This is an optimization exercise on Yosys and OpenROAD, whose aim is small area, not a production implementation. The RTL was checked by simulation tests, not by an equivalence proof against the original design. Power and IR drop assume default switching activity.

// ck16v
module ck16v (
    input  wire              clk,
    input  wire              rst,
    input  wire              tick,
    input  wire [31:0]       enc_pos,
    input  wire              dec_req,
    input  wire              frame_present,
    input  wire [95:0]       fb,
    output wire              dec_ack,
    output wire              result_valid,
    output wire [7:0]        result_code,
    input  wire              cal_req,
    output wire              cal_ack,
    output wire              speed_set_stb,
    output wire [7:0]        speed_set_id,
    output wire [7:0]        speed_set_pct,
    output wire [7:0]        speed_set_dir,
    output wire              angle_set_stb,
    output wire [15:0]       angle_set_angle,
    output wire [7:0]        angle_set_dir,
    output wire              horn_stb,
    output wire [16:0]       horn_ms,
    output wire              light_stb,
    output wire [1:0]        light_ch,
    output wire              light_on,
    input  wire [31:0]       enc_payload,
    input  wire [7:0]        enc_id,
    output wire [95:0]       enc_frame,
    output wire [15:0]       enc_ck,
    output wire              busy,
    output wire              calibrated,
    output wire [1:0]        ctl_state,
    output wire [2:0]        ctl_status,
    output wire [6:0]        act_duty,
    output wire              act_dir
);
Size: about 86 flip-flops, ~380 I/O pins, ~16000 sq um of cells after synthesis.
export LEC_CHECK = 0
export CAP_MARGIN = 20
export CORE_MARGIN = 2
export CORE_UTILIZATION = 40
export SLEW_MARGIN = 20
export SYNTH_HIERARCHICAL = 1
export SYNTH_MINIMUM_KEEP_SIZE = 0
create_clock -name core_clock -period 70.0 [get_ports {clk}]
standard.sh (not shown) runs the stock make flow with config.mk's settings and CLKGATE_MAP_FILE= SYNTH_SCRIPT=/design/flow/synth_recipe.tcl, a recipe that flattens the netlist after the stock synthesis.
==> flow/flow/run.sh <==
#!/bin/bash
set -euo pipefail
bash standard.sh "BUFFER_PORTS_ARGS=-buffer_cell sky130_fd_sc_hd__buf_1" finish > standard_flow.log 2>&1
The first run completed with no timing, DRC or antenna violations.
Rerun with:
==> flow/run.sh (new file) <==
#!/bin/bash
# synth_recipe.tcl (not shown) runs the flow's synth.tcl, then flattens the netlist and writes it again
# the make line also repeats each setting of config.mk as NAME=value (left out here)
make -C /OpenROAD-flow-scripts/flow DESIGN_CONFIG=/design/flow/config.mk WORK_HOME=/design/flow/orfs CLKGATE_MAP_FILE= SYNTH_SCRIPT=/design/flow/synth_recipe.tcl finish
removed: flow/flow/run.sh
removed: flow/standard.sh
What happened: Setup slack gets worse by 0.74 ns; via count stays flat; die area is unchanged; flip-flop and latch count does not change; count of clock-buffer cells in the layout drops by 1; fmax came out lower by 2.0%; total power climbs by 6.9%; final area came out higher by about 12%; wire length came out higher by about 3.6%; clock power hardly moves.

---

== zinc ==
ck16v, a different RTL version from the one above (not shown whole).
Size in the first run: ~1200 cells after synthesis, ~86 flip-flops, roughly 380 I/O pins.
Settings: LEC_CHECK=0, CAP_MARGIN=20, CORE_MARGIN=2, CORE_UTILIZATION=55, CTS_BUF_LIST=sky130_fd_sc_hd__clkbuf_8, SLEW_MARGIN=20, SYNTH_HIERARCHICAL=1, SYNTH_MINIMUM_KEEP_SIZE=0; clock period 70.0 ns.
==> flow/flow/run.sh <==
#!/bin/bash
set -euo pipefail
bash standard.sh "BUFFER_PORTS_ARGS=-buffer_cell sky130_fd_sc_hd__buf_1" finish > standard_flow.log 2>&1
zinc went all the way through synthesis, placement and routing and the layout is clean on timing, DRC and antenna.
Relative to zinc, the following input files were edited for quartz:
Settings: CORE_UTILIZATION changed from 55 to 40; CTS_BUF_LIST changed from sky130_fd_sc_hd__clkbuf_8 to sky130_fd_sc_hd__clkbuf_4 sky130_fd_sc_hd__clkbuf_8.
Notes after the runs:
- Between zinc and quartz, maximum frequency increased.
- zinc → quartz: full die area rose 37%, floorplan die width rose 28 um, clock period minus final worst setup slack fell 200 ps.
- Going from zinc to quartz, wire length grows by 1500 um.
- [quartz] buffers plus inverters on the worst setup path rose 1 relative to zinc
--- input diff quartz..pepper ---
Settings: putting CTS_CLUSTER_DIAMETER at 100 where nothing was set; swapping sky130_fd_sc_hd__clkbuf_4 sky130_fd_sc_hd__clkbuf_8 for sky130_fd_sc_hd__clkbuf_8 in CTS_BUF_LIST; putting CTS_CLUSTER_SIZE at 30 where nothing was set.
--- outcome ---
Diff pepper..quartz | count of buffers from port buffering | unchanged
On clock input transition at the sequential cells of the worst setup and hold paths, pepper tracks quartz almost exactly.
Ratio of cells with drive above 1 in the final layout essentially unchanged between pepper and quartz.
Edits applied to the flow inputs when going from pepper to tundra:
Settings: removing CTS_CLUSTER_DIAMETER (formerly 100); removing CTS_CLUSTER_SIZE (formerly 30).
Results
- Going from pepper to tundra, wire length held, post-layout instance area held steady, width of the die did not really move, wire length of the first global-routing pass level.

-- static timing again, ports no longer ideal --
In the flow no input, the clock included, has a driving cell. The finished layouts below were timed again as built, in two steps. Step 1 sets driving cells, clkbuf_16 on the clock port and buf_2 on the other inputs (assumed; they add their load-dependent delay and slew). Step 2 times the ports against the registers' clock, not the clock port: input delays grow and output delays shrink by t, the midpoint of the rising clock arrivals with the driver on. Three values: ideal ports, drivers, drivers and shift; two values: the first two.
run | shift t [ns] | setup slack, ns | cell pins on the clock port's net
the first run of note 1 | 0.408 | 34.303 / 34.266 / 34.266 | 1
the second run of note 1 | 0.407 | 33.561 / 33.529 / 33.529 | 1
zinc | 0.434 | 28.108 / 28.129 / 27.695 | 1
quartz | 0.424 | 28.304 / 28.304 / 27.880 | 1
pepper | 0.424 | 28.304 / 28.304 / 27.880 | 1
tundra | 0.424 | 28.304 / 28.304 / 27.880 | 1
After both steps every run listed still meets setup and hold.
